Source: an optimization exercise on an open RTL-to-GDS flow (aim: small area, a short achievable clock period and few clock cycles per item). Production flows keep margins and buffers that such runs may drop. No functional check of the RTL was part of any run shown here.

File: config.mk
export PLATFORM = sky130hd
export DESIGN_NAME = kzg_chal
export DESIGN_NICKNAME = kzg_chal
export VERILOG_FILES = /design/flow/design.v
export SDC_FILE = /design/flow/constraint.sdc
export NUM_CORES = 4
export LEC_CHECK = 0
export CAP_MARGIN = 20
export CORE_MARGIN = 2
export CORE_UTILIZATION = 55
export PLACE_DENSITY = 0.7
export SETUP_SLACK_MARGIN = 5
export SLEW_MARGIN = 20
File: constraint.sdc
create_clock -name core_clock -period 10.0 [get_ports {clk}]
set_input_delay 2.0000 -clock core_clock [delete_from_list [all_inputs] [get_ports {clk}]]
set_output_delay 2.0000 -clock core_clock [all_outputs]
set_load 0.01 [all_outputs]
File: design.v
module kzg_chal (
    input  wire         clk,
    input  wire         rst,
    input  wire         in_valid,
    output wire         in_ready,
    input  wire [31:0]  in_data,
    output wire         out_valid,
    input  wire         out_ready,
    output reg          out_err,
    output reg  [11:0]  out_index,
    output wire [255:0] out_z
);
    localparam [255:0] R_MOD =
        256'h73eda753299d7d483339d80809a1d80553bda402fffe5bfeffffffff00000001;
    localparam [255:0] IV =
        256'h6a09e667bb67ae853c6ef372a54ff53a510e527f9b05688c1f83d9ab5be0cd19;
    localparam [31:0] LEN_BITS = 32'd1049216;  
    localparam [1:0] S_RUN = 2'd0, S_RED = 2'd1, S_OUT = 2'd2;
    reg  [1:0]  st;
    reg  [6:0]  c;           
    reg  [15:0] wcnt;        
    reg  [31:0] a, b, cc, d, e, f, g, h, p;
    reg  [31:0] w [0:15];    
    reg  [31:0] hs0, hs1, hs2, hs3, hs4, hs5, hs6, hs7;
    reg         chk;         
    reg         eq_run;
    reg  [1:0]  pass;        
    reg  [2:0]  rc;          
    reg         bor;
    reg         ge;
    reg         f_rnd, f_last, f_last_e, f_ff, f_cpy, f_slot;
    reg         host, done;
    reg  [31:0] ib;          
    reg         ibv;         
    reg         padph;       
    reg         lasth;       
    reg         ov;          
    reg         first;       
    integer     i;
    wire take = ov && out_ready;
    wire init = rst || take;
    wire run  = (st == S_RUN);
    wire slot   = run && !done && f_slot;
    wire pre    = (wcnt[15:3] == 13'd0);          
    wire take_ib = slot && host;                  
    assign in_ready = run && !padph && (!ibv || (take_ib && !lasth));
    wire acc = in_valid && in_ready;
    wire adv = run && !(take_ib && !ibv);
    reg [31:0] prefix_word;
    always @(*) begin
        case (wcnt[2:0])
            3'd0: prefix_word = 32'h4653424c;
            3'd1: prefix_word = 32'h4f425645;
            3'd2: prefix_word = 32'h52494659;
            3'd3: prefix_word = 32'h5f56315f;
            3'd7: prefix_word = 32'h00001000;
            default: prefix_word = 32'h00000000;
        endcase
    end
    wire [31:0] pad_word = (wcnt[4:0] == 5'd20) ? 32'h80000000 :
                           (wcnt[4:0] == 5'd31) ? LEN_BITS : 32'h0;
    wire [31:0] load_word = host ? ib : pre ? prefix_word : pad_word;
    reg  [31:0] k_t;
    reg  [31:0] k_nx;
    wire [5:0]  k_idx = (c == 7'd66) ? 6'd0 : c[5:0] + 6'd1;
    always @(*) begin
        case (k_idx)
            6'd0:  k_nx = 32'h428a2f98; 6'd1:  k_nx = 32'h71374491;
            6'd2:  k_nx = 32'hb5c0fbcf; 6'd3:  k_nx = 32'he9b5dba5;
            6'd4:  k_nx = 32'h3956c25b; 6'd5:  k_nx = 32'h59f111f1;
            6'd6:  k_nx = 32'h923f82a4; 6'd7:  k_nx = 32'hab1c5ed5;
            6'd8:  k_nx = 32'hd807aa98; 6'd9:  k_nx = 32'h12835b01;
            6'd10: k_nx = 32'h243185be; 6'd11: k_nx = 32'h550c7dc3;
            6'd12: k_nx = 32'h72be5d74; 6'd13: k_nx = 32'h80deb1fe;
            6'd14: k_nx = 32'h9bdc06a7; 6'd15: k_nx = 32'hc19bf174;
            6'd16: k_nx = 32'he49b69c1; 6'd17: k_nx = 32'hefbe4786;
            6'd18: k_nx = 32'h0fc19dc6; 6'd19: k_nx = 32'h240ca1cc;
            6'd20: k_nx = 32'h2de92c6f; 6'd21: k_nx = 32'h4a7484aa;
            6'd22: k_nx = 32'h5cb0a9dc; 6'd23: k_nx = 32'h76f988da;
            6'd24: k_nx = 32'h983e5152; 6'd25: k_nx = 32'ha831c66d;
            6'd26: k_nx = 32'hb00327c8; 6'd27: k_nx = 32'hbf597fc7;
            6'd28: k_nx = 32'hc6e00bf3; 6'd29: k_nx = 32'hd5a79147;
            6'd30: k_nx = 32'h06ca6351; 6'd31: k_nx = 32'h14292967;
            6'd32: k_nx = 32'h27b70a85; 6'd33: k_nx = 32'h2e1b2138;
            6'd34: k_nx = 32'h4d2c6dfc; 6'd35: k_nx = 32'h53380d13;
            6'd36: k_nx = 32'h650a7354; 6'd37: k_nx = 32'h766a0abb;
            6'd38: k_nx = 32'h81c2c92e; 6'd39: k_nx = 32'h92722c85;
            6'd40: k_nx = 32'ha2bfe8a1; 6'd41: k_nx = 32'ha81a664b;
            6'd42: k_nx = 32'hc24b8b70; 6'd43: k_nx = 32'hc76c51a3;
            6'd44: k_nx = 32'hd192e819; 6'd45: k_nx = 32'hd6990624;
            6'd46: k_nx = 32'hf40e3585; 6'd47: k_nx = 32'h106aa070;
            6'd48: k_nx = 32'h19a4c116; 6'd49: k_nx = 32'h1e376c08;
            6'd50: k_nx = 32'h2748774c; 6'd51: k_nx = 32'h34b0bcb5;
            6'd52: k_nx = 32'h391c0cb3; 6'd53: k_nx = 32'h4ed8aa4a;
            6'd54: k_nx = 32'h5b9cca4f; 6'd55: k_nx = 32'h682e6ff3;
            6'd56: k_nx = 32'h748f82ee; 6'd57: k_nx = 32'h78a5636f;
            6'd58: k_nx = 32'h84c87814; 6'd59: k_nx = 32'h8cc70208;
            6'd60: k_nx = 32'h90befffa; 6'd61: k_nx = 32'ha4506ceb;
            6'd62: k_nx = 32'hbef9a3f7; default: k_nx = 32'hc67178f2;
        endcase
    end
    function [32:0] add_sk;      
        input [31:0] x, y;
        input        cin;
        reg   [31:0] gg, pp;
        integer l, i, j;
        begin
            gg = x & y;
            pp = x ^ y;
            gg[0] = gg[0] | (pp[0] & cin);
            for (l = 0; l < 5; l = l + 1)
                for (i = 0; i < 32; i = i + 1)
                    if (((i >> l) & 1) == 1) begin
                        j = ((i >> l) << l) - 1;
                        gg[i] = gg[i] | (pp[i] & gg[j]);
                        pp[i] = pp[i] & pp[j];
                    end
            add_sk = {gg[31], (x ^ y) ^ {gg[30:0], cin}};
        end
    endfunction
    function [32:0] add_bk;      
        input [31:0] x, y;
        input        cin;
        reg   [31:0] gg, pp;
        integer l, i;
        begin
            gg = x & y;
            pp = x ^ y;
            gg[0] = gg[0] | (pp[0] & cin);
            for (l = 0; l < 5; l = l + 1)
                for (i = 0; i < 32; i = i + 1)
                    if (((i + 1) % (2 << l)) == 0) begin
                        gg[i] = gg[i] | (pp[i] & gg[i - (1 << l)]);
                        pp[i] = pp[i] & pp[i - (1 << l)];
                    end
            for (l = 3; l >= 0; l = l - 1)
                for (i = 0; i < 32; i = i + 1)
                    if (((i + 1) % (2 << l)) == (1 << l) && (i + 1) > (1 << l)) begin
                        gg[i] = gg[i] | (pp[i] & gg[i - (1 << l)]);
                        pp[i] = pp[i] & pp[i - (1 << l)];
                    end
            add_bk = {gg[31], (x ^ y) ^ {gg[30:0], cin}};
        end
    endfunction
    wire rnd  = f_rnd;
    wire last = f_last;
    wire ff   = f_ff;
    wire [31:0] bsig0 = {a[1:0], a[31:2]} ^ {a[12:0], a[31:13]} ^ {a[21:0], a[31:22]};
    wire [31:0] bsig1 = {e[5:0], e[31:6]} ^ {e[10:0], e[31:11]} ^ {e[24:0], e[31:25]};
    wire [31:0] ch    = (e & f) ^ (~e & g);
    wire [31:0] maj   = (a & b) ^ (a & cc) ^ (b & cc);
    wire [31:0] h0g   = last ? hs0 : 32'd0;
    wire [31:0] h4g   = f_last_e ? hs4 : 32'd0;
    wire [31:0] xs  = p ^ ch ^ bsig1;
    wire [31:0] xc  = {(p[30:0] & ch[30:0]) | (p[30:0] & bsig1[30:0]) | (ch[30:0] & bsig1[30:0]), 1'b0};
    wire [31:0] ys  = bsig0 ^ maj ^ h0g;
    wire [31:0] yc  = {(bsig0[30:0] & maj[30:0]) | (bsig0[30:0] & h0g[30:0]) | (maj[30:0] & h0g[30:0]), 1'b0};
    wire [31:0] s3  = xs ^ xc ^ ys;
    wire [31:0] c3  = {(xs[30:0] & xc[30:0]) | (xs[30:0] & ys[30:0]) | (xc[30:0] & ys[30:0]), 1'b0};
    wire [31:0] s4  = s3 ^ c3 ^ yc;
    wire [31:0] c4  = {(s3[30:0] & c3[30:0]) | (s3[30:0] & yc[30:0]) | (c3[30:0] & yc[30:0]), 1'b0};
    wire [32:0] a_add = {1'b0, s4 + c4};
    wire [31:0] a_new = a_add[31:0];
    wire [31:0] s6  = d ^ h4g ^ xs;
    wire [31:0] c6  = {(d[30:0] & h4g[30:0]) | (d[30:0] & xs[30:0]) | (h4g[30:0] & xs[30:0]), 1'b0};
    wire [31:0] s7  = s6 ^ c6 ^ xc;
    wire [31:0] c7  = {(s6[30:0] & c6[30:0]) | (s6[30:0] & xc[30:0]) | (c6[30:0] & xc[30:0]), 1'b0};
    wire [32:0] e_add = {1'b0, s7 + c7};
    wire [31:0] e_new = e_add[31:0];
    wire [31:0] s8 = g ^ k_t ^ w[15];
    wire [31:0] c8 = {(g[30:0] & k_t[30:0]) | (g[30:0] & w[15][30:0]) | (k_t[30:0] & w[15][30:0]), 1'b0};
    wire [32:0] p_add = add_bk(s8, c8, 1'b0);
    wire [31:0] p_new = p_add[31:0];
    reg  [31:0] iv_a, iv_e;
    always @(*) begin
        case (c[1:0])
            2'd1:    begin iv_a = IV[159:128]; iv_e = IV[31:0];  end  
            2'd2:    begin iv_a = IV[191:160]; iv_e = IV[63:32]; end  
            default: begin iv_a = IV[223:192]; iv_e = IV[95:64]; end  
        endcase
    end
    wire [31:0] a_op1 = first ? iv_a : hs3;
    wire [31:0] a_op2 = first ? 32'd0 : d;
    wire [32:0] a_ff  = add_sk(a_op1, a_op2, 1'b0);
    wire [31:0] sum_a = a_ff[31:0];
    wire [31:0] ssig0 = {w[1][6:0], w[1][31:7]} ^ {w[1][17:0], w[1][31:18]} ^ (w[1] >> 3);
    wire [31:0] ssig1 = {w[14][16:0], w[14][31:17]} ^ {w[14][18:0], w[14][31:19]} ^ (w[14] >> 10);
    wire [31:0] s9  = w[0] ^ w[9] ^ ssig0;
    wire [31:0] c9  = {(w[0][30:0] & w[9][30:0]) | (w[0][30:0] & ssig0[30:0]) | (w[9][30:0] & ssig0[30:0]), 1'b0};
    wire [31:0] s10 = s9 ^ c9 ^ ssig1;
    wire [31:0] c10 = {(s9[30:0] & c9[30:0]) | (s9[30:0] & ssig1[30:0]) | (c9[30:0] & ssig1[30:0]), 1'b0};
    wire [32:0] w_add  = add_sk(s10, c10, 1'b0);
    wire [31:0] w_next = w_add[31:0];
    reg [31:0] r_lo;         
    always @(*) begin
        case (rc)
            3'd0: r_lo = R_MOD[31:0];
            3'd1: r_lo = R_MOD[63:32];
            3'd2: r_lo = R_MOD[95:64];
            3'd3: r_lo = R_MOD[127:96];
            3'd4: r_lo = R_MOD[159:128];
            3'd5: r_lo = R_MOD[191:160];
            3'd6: r_lo = R_MOD[223:192];
            default: r_lo = R_MOD[255:224];
        endcase
    end
    wire        red      = (st == S_RED);
    wire        cmp_pass = !pass[0];
    wire [31:0] sub_op   = (cmp_pass || ge) ? r_lo : 32'd0;
    wire [31:0] e_op1    = first ? iv_e : hs7;
    wire [31:0] e_op     = red ? ~sub_op : first ? 32'd0 : h;
    wire        e_cin    = red && !bor;
    wire [32:0] e_sum    = add_sk(e_op1, e_op, e_cin);
    wire [31:0] sum_e    = e_sum[31:0];
    wire        red_bor  = !e_sum[32];
    wire [31:0] red_word = cmp_pass ? hs7 : sum_e;
    wire [15:0] wm9     = wcnt - 16'd9;    
    wire [2:0]  cpos    = wm9[2:0];
    reg  [31:0] r_word;
    always @(*) begin
        case (cpos)
            3'd0: r_word = R_MOD[255:224];
            3'd1: r_word = R_MOD[223:192];
            3'd2: r_word = R_MOD[191:160];
            3'd3: r_word = R_MOD[159:128];
            3'd4: r_word = R_MOD[127:96];
            3'd5: r_word = R_MOD[95:64];
            3'd6: r_word = R_MOD[63:32];
            default: r_word = R_MOD[31:0];
        endcase
    end
    wire eq_before = (cpos == 3'd0) ? 1'b1 : eq_run;
    wire word_gt   = w[15] > r_word;
    wire word_eq   = w[15] == r_word;
    wire elem_bad  = eq_before && (word_gt || (word_eq && cpos == 3'd7));
    wire blob_load = take_ib && ibv && (wcnt < 16'd32776);
    assign out_valid = ov;
    assign out_z = {hs0, hs1, hs2, hs3, hs4, hs5, hs6, hs7};
    always @(posedge clk) begin
        if (init) begin
            st    <= S_RUN;
            c     <= 7'd65;
            wcnt  <= 16'd0;
            first <= 1'b1;
            f_rnd <= 1'b0; f_last <= 1'b0; f_last_e <= 1'b0; f_ff <= 1'b1;
            f_cpy <= 1'b1; f_slot <= 1'b0;
            host  <= 1'b0; done <= 1'b0;
            ov    <= 1'b0;
            ibv   <= 1'b0;
            padph <= 1'b0; lasth <= 1'b0;
            a <= IV[255:224];
            e <= IV[127:96];
            pass <= 2'd0;
            rc   <= 3'd0;
            bor  <= 1'b0;
            ge   <= 1'b0;
        end else begin
            if (acc)
                ib <= in_data;
            if (acc)
                ibv <= 1'b1;
            else if (take_ib && adv)
                ibv <= 1'b0;
            if (adv) begin
                c <= (c == 7'd66) ? 7'd0 : c + 7'd1;
                k_t <= k_nx;
                f_rnd  <= (c <= 7'd63);
                f_last <= (c == 7'd63);
                f_last_e <= (c[5:0] == 6'd63) && !c[6];
                f_ff   <= (c >= 7'd64);
                f_cpy  <= (c == 7'd64);
                f_slot <= (c >= 7'd65) || (c <= 7'd13);
                if (slot) begin
                    wcnt <= wcnt + 16'd1;
                    host <= (wcnt >= 16'd7) && (wcnt < 16'd32787);
                    done <= (wcnt == 16'd32799);
                    padph <= (wcnt >= 16'd32787);
                    lasth <= (wcnt == 16'd32786);
                end
                if (rnd) begin
                    a <= a_new;
                    e <= e_new;
                end
                b  <= ff ? sum_a : a;
                cc <= b;
                d  <= cc;
                f  <= ff ? sum_e : e;
                g  <= f;
                h  <= g;
                p  <= p_new;
                for (i = 0; i < 15; i = i + 1)
                    w[i] <= w[i + 1];
                w[15] <= slot ? load_word : w_next;
                if (f_cpy) begin
                    hs0 <= a;
                    hs4 <= e;
                end
                if (ff) begin
                    hs1 <= sum_a; hs2 <= hs1; hs3 <= hs2;
                    hs5 <= sum_e; hs6 <= hs5; hs7 <= hs6;
                end
                if (c == 7'd0) begin
                    first <= 1'b0;
                    if (done)
                        st <= S_RED;
                end
            end
            if (st == S_RED) begin
                hs0 <= red_word;
                hs1 <= hs0; hs2 <= hs1; hs3 <= hs2; hs4 <= hs3;
                hs5 <= hs4; hs6 <= hs5; hs7 <= hs6;
                rc  <= rc + 3'd1;
                bor <= (rc == 3'd7) ? 1'b0 : red_bor;
                if (rc == 3'd7) begin
                    pass <= pass + 2'd1;
                    if (cmp_pass)
                        ge <= !red_bor;
                    if (pass == 2'd3) begin
                        st <= S_OUT;
                        ov <= 1'b1;
                    end
                end
            end
        end
    end
    always @(posedge clk) begin
        if (init) begin
            chk     <= 1'b0;
            out_err <= 1'b0;
        end else begin
            chk <= blob_load;
            if (chk) begin
                eq_run <= eq_before && word_eq;
                if (elem_bad && !out_err) begin
                    out_err   <= 1'b1;
                    out_index <= wm9[14:3];
                end
            end
        end
    end
endmodule
File: run.sh
#!/bin/bash
# synth_recipe.tcl (not shown) runs the flow's synth.tcl, then flattens the netlist and writes it again
# the make line also repeats each setting of config.mk as NAME=value (left out here)
make -C /OpenROAD-flow-scripts/flow DESIGN_CONFIG=/design/flow/config.mk WORK_HOME=/design/flow/orfs CLKGATE_MAP_FILE= SYNTH_SCRIPT=/design/flow/synth_recipe.tcl finish
==> metrics.cfg, run 1 <==
[drt]
drtIter0Drc = 5776
vias_per_cell = 6.07
vias = 43212
wl_per_cell_um = 27.1
ant_nets = 0
firstDrtPassIters = 7
wl_met3_um = 21100
met2_length_um = 84900
topRoutingLayerUsed = met5
drc = 0
drt_wl_total_um = 193000
wl_met1_um = 78300

[sta]
fin_ws_ps = 4980
slew_violations = 0
period_share = 0.502
fmax_mhz = 199
final-hold-violation-count = 0
fin_crit_ps = 5020
finalClockSkew_ps = 77.1
rsz0062_at_grt = yes
setup_viol = 0
slew_headroom = 0.228
worst_hold_slack_ps = 395
fin_tns_setup_ps = 0
tightestPinTransition_ps = 1160

[finish]
drive_above_1_share = 0.101
regMostFlops = w
final_common_cell = edfxtp_1
final_util = 0.641
largest_register_ffs = 512
diodes = 0
postLayoutCellArea_um2 = 73300
stdcell_count = 7118
final_cell_mix = edfxtp_1 (1069), nand2_1 (488), inv_1 (469)
areaGrowthSynthToFinish_pct = 15.7
nets = 6095

[critical_path]
crit_type = flip-flop to flip-flop
rr_startpoint = a[25]$_SDFFE_PN1P_
cp-end-kind = flip-flop
cp-start-kind = flip-flop
crit_fanout = 6
required_ps = 10610
worstPathArrival_ps = 5630
crit_start = a[25]$_SDFFE_PN1P_

[place]
dpl_cell_area_um2 = 67900
dp_cells = 6858
dp_worst_setup_slack_ps = 4180
dp_hpwl_um = 140000
place_congestion = 1.00
port_buffers = 306

[synth]
synth_top_cell_area_share = 0.507
synth_area_per_cell_um2 = 12.1
synth_area_um2 = 63300
ys_top_cells_by_area = edfxtp_1 (51%), fa_1 (9.7%), ha_1 (4.9%)
synth_nets = 5832
ys_ff_latch = 1180
yosys_warnings = 2
netlist_instances = 5242
synth_ff_type = edfxtp_1
synth_edf_count = 1069
synth_top_cell_by_area = edfxtp_1
synth_seq_area_share = 0.542
ys_types = 103
synth-async-reset-ratio = 0

[cts]
clk_latency_ps = 750
cts.sinks = 1180
cts_tree = done
cts_max_path_buffers = 3
hold_buffers = 0
cts_max_level = 3
cts-root-buf = clkbuf_16
clkTransAtPathRegs_ps = 70
cts_made_buffers = 120

[die]
core-area_um2 = 114000
dieArea_um2 = 118000
die_width_um = 343
io_pins = 307
start_util = 0.554
rows = 124
die_h_um = 343

[global_routing]
antenna_found_initial = 2
grt_pass1_wl_um = 277000
grt_max_degree = 197
gr-total-overflow = 0
grt_usage = 0.322
grt_pass1_vias = 41275

[worst_hold_path]
min-delay-start = w[10][31]$_DFFE_PP_
hold_class = flip-flop to flip-flop

[run_status]
status = timing/DRC/antenna clean

[flow_run]
cap_viol_max_count = 0

==> cells in the mapped netlist (all sizes together) (35+ instances only) <==
master,count
clkbuf,204
a21o,98
mux2i,66
ha,247
buf,56
o211ai,46
a31oi,35
edfxtp,1069
a21oi,330
mux2,51
nor3,52
xnor2,241
nand2,499
a211oi,38
nor2,324
fa,307
nor2b,40
inv,475
nand3,67
o21ai,291
xor2,183
dfxtp,111
==> timing repair <==
| item | CTS | global route |
|---|---|---|
| pin swaps | 4 | 24 |
| gates cloned | 2 | 2 |
| setup buffers | 4 | 29 |
| setup endpoints to repair | 138 | 98 |
| gates resized for setup | 85 | 134 |
==> worst max-delay path: stages, from the launching register on <==
cell and delay, ps:
dfxtp_2 420, buf_8 190, xor2_1 180, xnor2_1 100, fa_1 490, inv_1 70, fa_1 460, fa_1 500
ha_1 360, a21oi_2 160, o211ai_1 170, a211o_1 380, o21ai_4 220, a31oi_4 140, a311o_1 440, a21oi_2 210
nor4b_2 70, a211o_1 300
==> cell type report <==
type,instances,area [um^2]
clock buffers,145,3160
well taps,1512,1890
fillers,8796,40900
flip-flops and latches,1180,34500
clock inverters,78,1000
repair buffers,401,4020
inverters,477,1800
multi-input cells,3325,26900
==> worst paths after layout <==
check | cells after the start | endpoint | slack, ps
worst min-delay path | 0 | w[9][31]$_DFFE_PP_ | 390
worst max register to register | 17 | a[30]$_SDFFE_PN1P_ | 4980
worst max-delay path | 17 | a[30]$_SDFFE_PN1P_ | 4980
worst min register to register | 0 | w[9][31]$_DFFE_PP_ | 390
==> cell families (layout without fill, tap and decap cells) <==
group                    after synthesis  in the layout  share of synthesized area
AO/OA/AOI/OAI                       1041           1041                      0.102
adder cells (fa/ha/maj)              565            565                      0.148
XOR/XNOR                             424            424                     0.0589
flip-flops                          1180           1180                      0.542
AND/OR/NAND/NOR                     1176           1176                     0.0837
multiplexers                         119            119                     0.0202
buffers and inverters                737           1101                     0.0447
==> layer usage <==
| metal | global-route usage | vias to the layer above |
|---|---|---|
| li1 | - | 18907 |
| met1 | 0.477 | 21368 |
| met2 | 0.478 | 2540 |
| met3 | 0.0579 | 393 |
| met4 | 0.122 | 4 |
| met5 | 0 | - |
==> run 2, diff against run 1 <==
--- a/config.mk
+++ b/config.mk
@@ -8,6 +8,9 @@
 export CAP_MARGIN = 20
 export CORE_MARGIN = 2
-export CORE_UTILIZATION = 55
-export PLACE_DENSITY = 0.7
+export CORE_UTILIZATION = 65
+export CTS_BUF_LIST = sky130_fd_sc_hd__clkbuf_16
+export CTS_CLUSTER_DIAMETER = 60
+export CTS_CLUSTER_SIZE = 20
+export PLACE_DENSITY = 0.75
 export SETUP_SLACK_MARGIN = 5
 export SLEW_MARGIN = 20
==> run 2 against run 1 <==
Sequential share of layout area up 0.96 points. Critical endpoint is now e[16]$_SDFFE_PN0P_. Critical path depth up 1. Die area down 15%. Final cell count down 4.3%. Worst setup slack worse by 5.9 ps. Core utilization up 10 points. Clock-buffer cell count down 53. Via count up 2.7%.
==> metrics.cfg, run 2 <==
[run_status]
status = timing/DRC/antenna clean

[finish]
largest_register_ffs = 512  ; unchanged
postLayoutCellArea_um2 = 71800  ; -2.0%
multi_input_area_um2 = 26900  ; about the same
seq_area_um2 = 34500  ; about the same
drive_above_1_share = 0.0930  ; -0.00758
nets = 6063  ; -0.53%
areaGrowthSynthToFinish_pct = 13.4
final_common_cell = edfxtp_1
final_cell_mix = edfxtp_1 (1069), nand2_1 (489), inv_1 (474)
regMostFlops = w
final_util = 0.743  ; +0.102
fill_cells = 6177  ; -30%

[drt]
drt_wl_total_um = 197000  ; +2.2%
vias = 44388  ; +2.7%
firstDrtPassIters = 6  ; -1
ant_nets = 0  ; unchanged
vias_per_cell = 6.51  ; +7.3%
wl_per_cell_um = 28.9  ; +6.8%
drtIter0Drc = 6821  ; +18%
drc = 0  ; unchanged

[cts]
clkTransAtPathRegs_ps = 80  ; about the same
cts_max_path_buffers = 3  ; unchanged
cts-root-buf = clkbuf_16
clk_latency_ps = 740  ; about the same
cts_max_level = 3  ; unchanged
cts_tree = done
cts.sinks = 1180  ; unchanged
cts_made_buffers = 92  ; -23%

[sta]
fmax_mhz = 199  ; -0.12%
tightestPinTransition_ps = 1130  ; -27.0 ps
rsz0062_at_grt = yes
period_share = 0.503  ; +0.000585
fin_tns_setup_ps = 0  ; unchanged
slew_violations = 0  ; unchanged
setup_viol = 0  ; unchanged
finalClockSkew_ps = 63.2  ; -13.9 ps
final-hold-violation-count = 0  ; unchanged
fin_crit_ps = 5030  ; +5.85 ps
fin_ws_ps = 4970  ; -5.85 ps
slew_headroom = 0.246  ; +0.0180

[place]
dp_hpwl_um = 141000  ; +0.62%
place_congestion = 0.993  ; -0.71%
dpl_cell_area_um2 = 67500  ; -0.52%
dp_worst_setup_slack_ps = 4090  ; -97.8 ps
port_buffers = 306  ; unchanged

[synth]
synth_seq_area_share = 0.542  ; unchanged
synth_commonest_cells = edfxtp_1 (1069), nand2_1 (493), inv_1 (472), a21oi_1 (328), nor2_1 (321)
synth_edf_count = 1069  ; unchanged
yosys_warnings = 2  ; unchanged
ys_top_cells_by_area = edfxtp_1 (51%), fa_1 (9.7%), ha_1 (4.9%)
synth_top_cell_by_area = edfxtp_1
synth_area_um2 = 63300  ; unchanged
synth_nets = 5832  ; unchanged
synth_ff_type = edfxtp_1
ys_types = 103  ; unchanged
synth-async-reset-ratio = 0  ; unchanged
yosysMostFrequentCell = edfxtp_1
ys_ff_latch = 1180  ; unchanged
synth_area_per_cell_um2 = 12.1  ; unchanged
netlist_instances = 5242  ; unchanged
synth_top_cell_area_share = 0.507  ; unchanged

[flow_run]
cap_viol_max_count = 0  ; unchanged

[die]
die_width_um = 316  ; -7.9%
rows = 114  ; -8.1%
dieArea_um2 = 99900  ; -15%
start_util = 0.655  ; +0.101
io_pins = 307  ; unchanged
die_h_um = 316  ; -7.9%
core-area_um2 = 96600  ; -15%

[critical_path]
crit_type = flip-flop to flip-flop
cp-end-kind = flip-flop
worst_path_most_repeated_cell = fa_1
r2r-end = e[16]$_SDFFE_PN0P_
required_ps = 10650  ; +40 ps
reg2reg_depth = 18  ; +1
cp-start-kind = flip-flop
worstPathArrival_ps = 5680  ; +50 ps
path_delay_family = adder cells
crit_fanout = 7  ; +1
reg2reg_slack_ps = 4970  ; about the same
max_stage_delay_ps = 550  ; +50 ps
cp_cell_sequence = mux2i_4, fa_1, fa_1, fa_1, inv_1, ha_2, inv_1, fa_1, nor2b_2, o31a_1, o21ai_1, buf_4, o21ai_1, a21o_1, a21o_1, a31oi_1, or4_1, nand3_1
critPathBufInv = 3  ; +1
critPathSlowestCell = fa_1
rr_startpoint = e[1]$_SDFFE_PN1P_

[worst_hold_path]
hold_class = flip-flop to flip-flop
hold_depth = 0  ; unchanged
min-delay-start = w[12][9]$_DFFE_PP_
hold_end = w[11][9]$_DFFE_PP_

[global_routing]
grt_max_degree = 199  ; +1.0%
gr-total-overflow = 0  ; unchanged
antenna_found_initial = 7  ; +5
grt_pass1_wl_um = 283000  ; +2.1%
grt_usage = 0.391  ; +0.0685
grt_pass1_vias = 42656  ; +3.3%

==> run 2: cell types whose count changed in the layout (fill, tap and decap cells not counted), sizes merged <==
cell / previous run / this run
clkinvlp: 12 / 11
bufinv: 17 / 4
diode: 0 / 3
clkinv: 50 / 24
inv: 476 / 503
buf: 91 / 90
clkbuf: 147 / 93
bufbuf: 2 / 0
==> run 2: logic make-up after synthesis <==
group / Yosys count / synth area share
compound gates: 1041 / 0.102
xor+xnor: 424 / 0.0589
fa+ha+maj: 565 / 0.148
buf+inv: 737 / 0.0447
flops: 1180 / 0.542
mux: 119 / 0.0202
simple gates: 1176 / 0.0837
==> run 2: worst max-delay path by stage <==
stage / start / endpoint / cells after the start
floorplan: rst / b[0]$_DFFE_PP_ / 4
global placement: c[1]$_SDFFE_PN0P_ / hs0[17]$_DFFE_PP_ / 17
detailed placement: c[1]$_SDFFE_PN0P_ / hs0[17]$_DFFE_PP_ / 17
CTS: e[27]$_SDFFE_PN0P_ / e[30]$_SDFFE_PN1P_ / 19
finish: e[1]$_SDFFE_PN1P_ / e[16]$_SDFFE_PN0P_ / 18
global route: e[13]$_SDFFE_PN0P_ / e[16]$_SDFFE_PN0P_ / 19
==> run 2: metrics by stage <==
stage	hold slack (ps)	instances
floorplan	400	5242
global placement	400	6617
detailed placement	405	6617
CTS	404	6778
global route	422	6812
finish	413	6815
==> run 2: repair_timing <==
| item | in CTS | in global routing |
|---|---|---|
| setup endpoints to repair | 149 | 88 |
| buffers inserted | 4 | 33 |
| resized for setup | 93 | 110 |
| hold buffers | 0 | 0 |
| pin swaps | 3 | 21 |
| gates cloned | 0 | 1 |
==> run 2: final cells by class <==
class,count,area share
timing repair buffer,397,0.0540
multi-input combinational,3325,0.375
tap,1276,0.0222
antenna,3,0.000105
clock buffer,92,0.0321
sequential,1180,0.480
inverter,477,0.0250
clock inverter,65,0.0115
==> run 2: routing by layer <==
layer	track usage	wire, um
met5	0	38
met4	0.190	11700
met3	0.0966	24500
met2	0.585	87600
met1	0.541	73100
==> run 3, diff against run 2 <==
--- a/design.v
+++ b/design.v
@@ -152,20 +152,24 @@
     wire [31:0] h0g   = last ? hs0 : 32'd0;
     wire [31:0] h4g   = f_last_e ? hs4 : 32'd0;
-    wire [31:0] xs  = p ^ ch ^ bsig1;
+    wire [31:0] e6  = {e[5:0], e[31:6]};
+    wire [31:0] e11 = {e[10:0], e[31:11]};
+    wire [31:0] e25 = {e[24:0], e[31:25]};
+    wire [31:0] a2  = {a[1:0], a[31:2]};
+    wire [31:0] a13 = {a[12:0], a[31:13]};
+    wire [31:0] a22 = {a[21:0], a[31:22]};
+    wire [31:0] xs  = (p ^ e6) ^ (ch ^ e11) ^ e25;
     wire [31:0] xc  = {(p[30:0] & ch[30:0]) | (p[30:0] & bsig1[30:0]) | (ch[30:0] & bsig1[30:0]), 1'b0};
-    wire [31:0] ys  = bsig0 ^ maj ^ h0g;
+    wire [31:0] ys  = (a2 ^ maj) ^ (a13 ^ h0g) ^ a22;
     wire [31:0] yc  = {(bsig0[30:0] & maj[30:0]) | (bsig0[30:0] & h0g[30:0]) | (maj[30:0] & h0g[30:0]), 1'b0};
-    wire [31:0] s3  = xs ^ xc ^ ys;
+    wire [31:0] s3  = (p ^ e6) ^ (ch ^ e11) ^ (e25 ^ xc) ^ ys;
     wire [31:0] c3  = {(xs[30:0] & xc[30:0]) | (xs[30:0] & ys[30:0]) | (xc[30:0] & ys[30:0]), 1'b0};
     wire [31:0] s4  = s3 ^ c3 ^ yc;
     wire [31:0] c4  = {(s3[30:0] & c3[30:0]) | (s3[30:0] & yc[30:0]) | (c3[30:0] & yc[30:0]), 1'b0};
-    wire [32:0] a_add = {1'b0, s4 + c4};
-    wire [31:0] a_new = a_add[31:0];
-    wire [31:0] s6  = d ^ h4g ^ xs;
+    wire [31:0] a_new = s4 + c4;
+    wire [31:0] s6  = (d ^ h4g) ^ (p ^ e6) ^ (ch ^ e11) ^ e25;
     wire [31:0] c6  = {(d[30:0] & h4g[30:0]) | (d[30:0] & xs[30:0]) | (h4g[30:0] & xs[30:0]), 1'b0};
     wire [31:0] s7  = s6 ^ c6 ^ xc;
     wire [31:0] c7  = {(s6[30:0] & c6[30:0]) | (s6[30:0] & xc[30:0]) | (c6[30:0] & xc[30:0]), 1'b0};
-    wire [32:0] e_add = {1'b0, s7 + c7};
-    wire [31:0] e_new = e_add[31:0];
+    wire [31:0] e_new = s7 + c7;
     wire [31:0] s8 = g ^ k_t ^ w[15];
     wire [31:0] c8 = {(g[30:0] & k_t[30:0]) | (g[30:0] & w[15][30:0]) | (k_t[30:0] & w[15][30:0]), 1'b0};
@@ -182,6 +186,5 @@
     wire [31:0] a_op1 = first ? iv_a : hs3;
     wire [31:0] a_op2 = first ? 32'd0 : d;
-    wire [32:0] a_ff  = add_sk(a_op1, a_op2, 1'b0);
-    wire [31:0] sum_a = a_ff[31:0];
+    wire [31:0] sum_a = a_op1 + a_op2;
     wire [31:0] ssig0 = {w[1][6:0], w[1][31:7]} ^ {w[1][17:0], w[1][31:18]} ^ (w[1] >> 3);
     wire [31:0] ssig1 = {w[14][16:0], w[14][31:17]} ^ {w[14][18:0], w[14][31:19]} ^ (w[14] >> 10);
@@ -192,27 +195,30 @@
     wire [32:0] w_add  = add_sk(s10, c10, 1'b0);
     wire [31:0] w_next = w_add[31:0];
-    reg [31:0] r_lo;         
-    always @(*) begin
-        case (rc)
-            3'd0: r_lo = R_MOD[31:0];
-            3'd1: r_lo = R_MOD[63:32];
-            3'd2: r_lo = R_MOD[95:64];
-            3'd3: r_lo = R_MOD[127:96];
-            3'd4: r_lo = R_MOD[159:128];
-            3'd5: r_lo = R_MOD[191:160];
-            3'd6: r_lo = R_MOD[223:192];
-            default: r_lo = R_MOD[255:224];
-        endcase
-    end
     wire        red      = (st == S_RED);
     wire        cmp_pass = !pass[0];
-    wire [31:0] sub_op   = (cmp_pass || ge) ? r_lo : 32'd0;
     wire [31:0] e_op1    = first ? iv_e : hs7;
-    wire [31:0] e_op     = red ? ~sub_op : first ? 32'd0 : h;
+    wire [31:0] e_op2    = first ? 32'd0 : h;
     wire        e_cin    = red && !bor;
-    wire [32:0] e_sum    = add_sk(e_op1, e_op, e_cin);
-    wire [31:0] sum_e    = e_sum[31:0];
-    wire        red_bor  = !e_sum[32];
+    wire [33:0] e_sum    = {1'b0, e_op1, e_cin} + {1'b0, e_op2, e_cin};
+    wire [31:0] sum_e    = e_sum[32:1];
+    wire        red_bor  = !e_sum[33];
     wire [31:0] red_word = cmp_pass ? hs7 : sum_e;
+    wire [2:0]  rc_n     = rc + 3'd1;
+    wire [1:0]  pass_n   = (rc == 3'd7) ? pass + 2'd1 : pass;
+    wire        ge_n     = (rc == 3'd7 && cmp_pass) ? !red_bor : ge;
+    reg  [31:0] r_lo_n;
+    always @(*) begin
+        case (rc_n)
+            3'd0: r_lo_n = R_MOD[31:0];
+            3'd1: r_lo_n = R_MOD[63:32];
+            3'd2: r_lo_n = R_MOD[95:64];
+            3'd3: r_lo_n = R_MOD[127:96];
+            3'd4: r_lo_n = R_MOD[159:128];
+            3'd5: r_lo_n = R_MOD[191:160];
+            3'd6: r_lo_n = R_MOD[223:192];
+            default: r_lo_n = R_MOD[255:224];
+        endcase
+    end
+    wire [31:0] h_red    = (!pass_n[0] || ge_n) ? ~r_lo_n : 32'hffffffff;
     wire [15:0] wm9     = wcnt - 16'd9;    
     wire [2:0]  cpos    = wm9[2:0];
@@ -287,5 +293,5 @@
                 f  <= ff ? sum_e : e;
                 g  <= f;
-                h  <= g;
+                h  <= (c == 7'd0 && done) ? ~R_MOD[31:0] : g;
                 p  <= p_new;
                 for (i = 0; i < 15; i = i + 1)
@@ -307,4 +313,5 @@
             end
             if (st == S_RED) begin
+                h   <= h_red;
                 hs0 <= red_word;
                 hs1 <= hs0; hs2 <= hs1; hs3 <= hs2; hs4 <= hs3;
==> run 3 against run 2 <==
Still clean. Synthesized area increased by 2.4%. Critical path depth decreased by 13. Non-clock buffer count fell by 2. Clock skew is 9.1 ps higher. Critical endpoint is now in_ready. Highest routed layer unchanged.
==> metrics.cfg, run 3 <==
[sta]
setup_viol = 0  ; unchanged
period_share = 0.495  ; -0.00741
fin_ws_ps = 5050  ; +74.1 ps
fin_crit_ps = 4950  ; -74.1 ps
worst_hold_slack_ps = 413  ; -0.0450 ps
tightestPinTransition_ps = 1170  ; +39.9 ps
rsz0062_at_grt = no
fmax_mhz = 202  ; +1.5%
finalClockSkew_ps = 72.3  ; +9.12 ps
final-hold-violation-count = 0  ; unchanged
fin_tns_setup_ps = 0  ; unchanged
slew_headroom = 0.220  ; -0.0266
slew_violations = 0  ; unchanged

[drt]
drc = 0  ; unchanged
drt_wl_total_um = 199000  ; +1.0%
wl_per_cell_um = 27.6  ; -4.4%
vias = 46497  ; +4.8%
drtIter0Drc = 6538  ; -4.1%
vias_per_cell = 6.46  ; -0.88%
firstDrtPassIters = 6  ; unchanged
ant_nets = 0  ; unchanged

[synth]
ys_top_cells_by_area = edfxtp_1 (50%), ha_1 (5.5%), xnor2_1 (5.5%)
synth_area_um2 = 64800  ; +2.4%
synth_top_cell_by_area = edfxtp_1
synth_nets = 6116  ; +4.9%
netlist_instances = 5618  ; +7.2%
yosysMostFrequentCell = edfxtp_1
synth-async-reset-ratio = 0  ; unchanged
synth_ff_type = edfxtp_1
yosys_warnings = 2  ; unchanged
ys_types = 93  ; -9.7%
synth_seq_area_share = 0.530  ; -0.0128
ys_ff_latch = 1180  ; unchanged
synth_top_cell_area_share = 0.495  ; -0.0120
synth_commonest_cells = edfxtp_1 (1069), nand2_1 (591), xnor2_1 (410), inv_1 (373), a21oi_1 (325)
synth_edf_count = 1069  ; unchanged
synth_area_per_cell_um2 = 11.5  ; -4.4%

[critical_path]
worstPathArrival_ps = 2950  ; -2730 ps
crit_type = flip-flop to primary output
cp-end-kind = primary output
crit_fanout = 20  ; +13
rr_startpoint = a[13]$_SDFFE_PN1P_
required_ps = 8000  ; -2650 ps
cp-start-kind = flip-flop
reg2reg_depth = 19  ; +1
reg2reg_slack_ps = 5070  ; +100 ps
r2r-end = a[30]$_SDFFE_PN1P_

[cts]
cts_max_level = 3  ; unchanged
cts_max_path_buffers = 3  ; unchanged
cts_tree = done
hold_buffers = 0  ; unchanged
clk_latency_ps = 740  ; about the same
cts-root-buf = clkbuf_16
cts_made_buffers = 93  ; +1.1%
cts.sinks = 1180  ; unchanged
clkTransAtPathRegs_ps = 80  ; about the same

[place]
dp_worst_setup_slack_ps = 4380  ; +295 ps
dp_hpwl_um = 145000  ; +3.1%
place_congestion = 1.03  ; +3.8%
port_buffers = 306  ; unchanged

[flow_run]
cap_viol_max_count = 0  ; unchanged

[finish]
drive_above_1_share = 0.0864  ; -0.00663
nets = 6333  ; +4.5%
largest_register_ffs = 512  ; unchanged
regMostFlops = w
areaGrowthSynthToFinish_pct = 13.1
fill_cells = 6434  ; +4.2%
final_common_cell = edfxtp_1
final_cell_mix = edfxtp_1 (1069), nand2_1 (585), inv_1 (377)

[global_routing]
gr-total-overflow = 0  ; unchanged
grt_max_degree = 195  ; -2.0%
grt_pass1_wl_um = 290000  ; +2.6%
antenna_found_initial = 10  ; +3
grt_pass1_vias = 44157  ; +3.5%
grt_usage = 0.385  ; -0.00563

[worst_hold_path]
hold_depth = 0  ; unchanged
hold_class = flip-flop to flip-flop
hold_end = w[12][3]$_DFFE_PP_
min-delay-start = w[13][3]$_DFFE_PP_

[run_status]
status = timing/DRC/antenna clean

[die]
die_width_um = 320  ; +1.2%
dieArea_um2 = 102000  ; +2.4%
die_h_um = 320  ; +1.2%
rows = 115  ; +0.88%
io_pins = 307  ; unchanged
core-area_um2 = 98600  ; +2.1%
start_util = 0.658  ; +0.00223

## run 3: cell types whose count changed in the layout (fill, tap and decap cells not counted), moves of 64 or more
cell     delta
maj3_1     +77
inv_1      -97
o21ai_0    +85
nand2_1    +96
o21a_1     +64
fa_1      -135
xnor2_1   +150
## run 3: cell families after synthesis
kind of cell,count (synthesis),share of synthesized area
AO/OA/AOI/OAI,1134,0.110
XOR/XNOR,643,0.0871
multiplexers,111,0.0184
flip-flops,1180,0.530
buffers and inverters,650,0.0379
AND/OR/NAND/NOR,1347,0.0938
adder cells (fa/ha/maj),553,0.124
## run 3: routing by layer
metal	global-route usage	wire length [um]	up-vias	share of wire
met2	0.586	88600	2944	0.45
li1	-	-	20265	-
met3	0.0899	24300	535	0.12
met4	0.141	8760	8	0.044
met1	0.545	77300	22745	0.39
met5	0	53	-	0.00027
## run 3: final cells by class
class                   instances  area [um^2]  share of cell area
flip-flops and latches       1180        34400               0.469
multi-input cells            3788        28900               0.394
repair buffers                395         3820              0.0521
clock buffers                  94         2350              0.0321
well taps                    1287         1610              0.0220
inverters                     377         1420              0.0194
clock inverters                69          783              0.0107
diodes                         12         30.0            0.000410
## run 3: worst max-delay path by stage
stage	slack (ps)	cells past startpoint	startpoint	end
final	5050	5	st[1]$_SDFF_PN0_	in_ready
after global routing	4980	18	e[8]$_SDFFE_PN0P_	a[23]$_SDFFE_PN0P_
after CTS	4950	5	done$_SDFFE_PN0P_	in_ready
after detailed placement	4380	17	a[23]$_SDFFE_PN0P_	a[30]$_SDFFE_PN1P_
after global placement	4260	15	c[1]$_SDFFE_PN0P_	hs5[25]$_DFFE_PP_
after floorplan	-3740	4	rst	b[0]$_DFFE_PP_
## run 3: stage by stage
step	std cells	util	cell area, um^2
2_1_floorplan	5618	-	64800
3_3_place_gp	6999	0.701	69100
3_5_place_dp	6999	0.701	69100
4_1_cts	7172	0.737	72600
5_1_grt	7190	0.744	73300
6_report	7202	0.744	73300
## run 3: timing repair
action                     CTS  global route
pin swaps                    4            21
gates resized for setup     74           114
hold endpoints to repair     0             0
buffers inserted            10            18
cloned                       0             0
setup endpoints to repair   97           116
## run 3: worst max-delay path, stage by stage, from the launching register on
cell,delay (ps)
dfxtp_1,360
nor2_4,270
nand2_8,180
or3_1,360
a2111oi_2,440
clkdlybuf4s50_1,620

[port drivers added, routing unchanged]
Ports are ideal in the flow. The routed layouts listed here were re-timed in OpenROAD.
Step 1 sets driving cells, clkbuf_16 on the clock port and buf_2 on the other inputs (assumed; they add their load-dependent delay and slew).
Step 2, shift: input delay + t, output delay - t, t = (earliest + latest rising clock arrival at the registers) / 2. This alone moves slack from input paths to output paths.
a / b / c = ideal / step 1 / step 2; a / b = the first two.
| run | t (ns) | setup WS [ns] | pins driven straight from the clock port |
|---|---|---|---|
| run 1 | 0.792 | 4.977 / 4.977 / 4.787 | 1 |
| run 2 | 0.781 | 4.971 / 4.971 / 4.479 | 1 |
| run 3 | 0.772 | 5.045 / 4.978 / 4.518 | 1 |
After both steps every run listed still meets setup and hold. For run 3, which loses most, drivers alone change the setup slack by -0.067 ns; drivers and shift together by -0.527 ns.
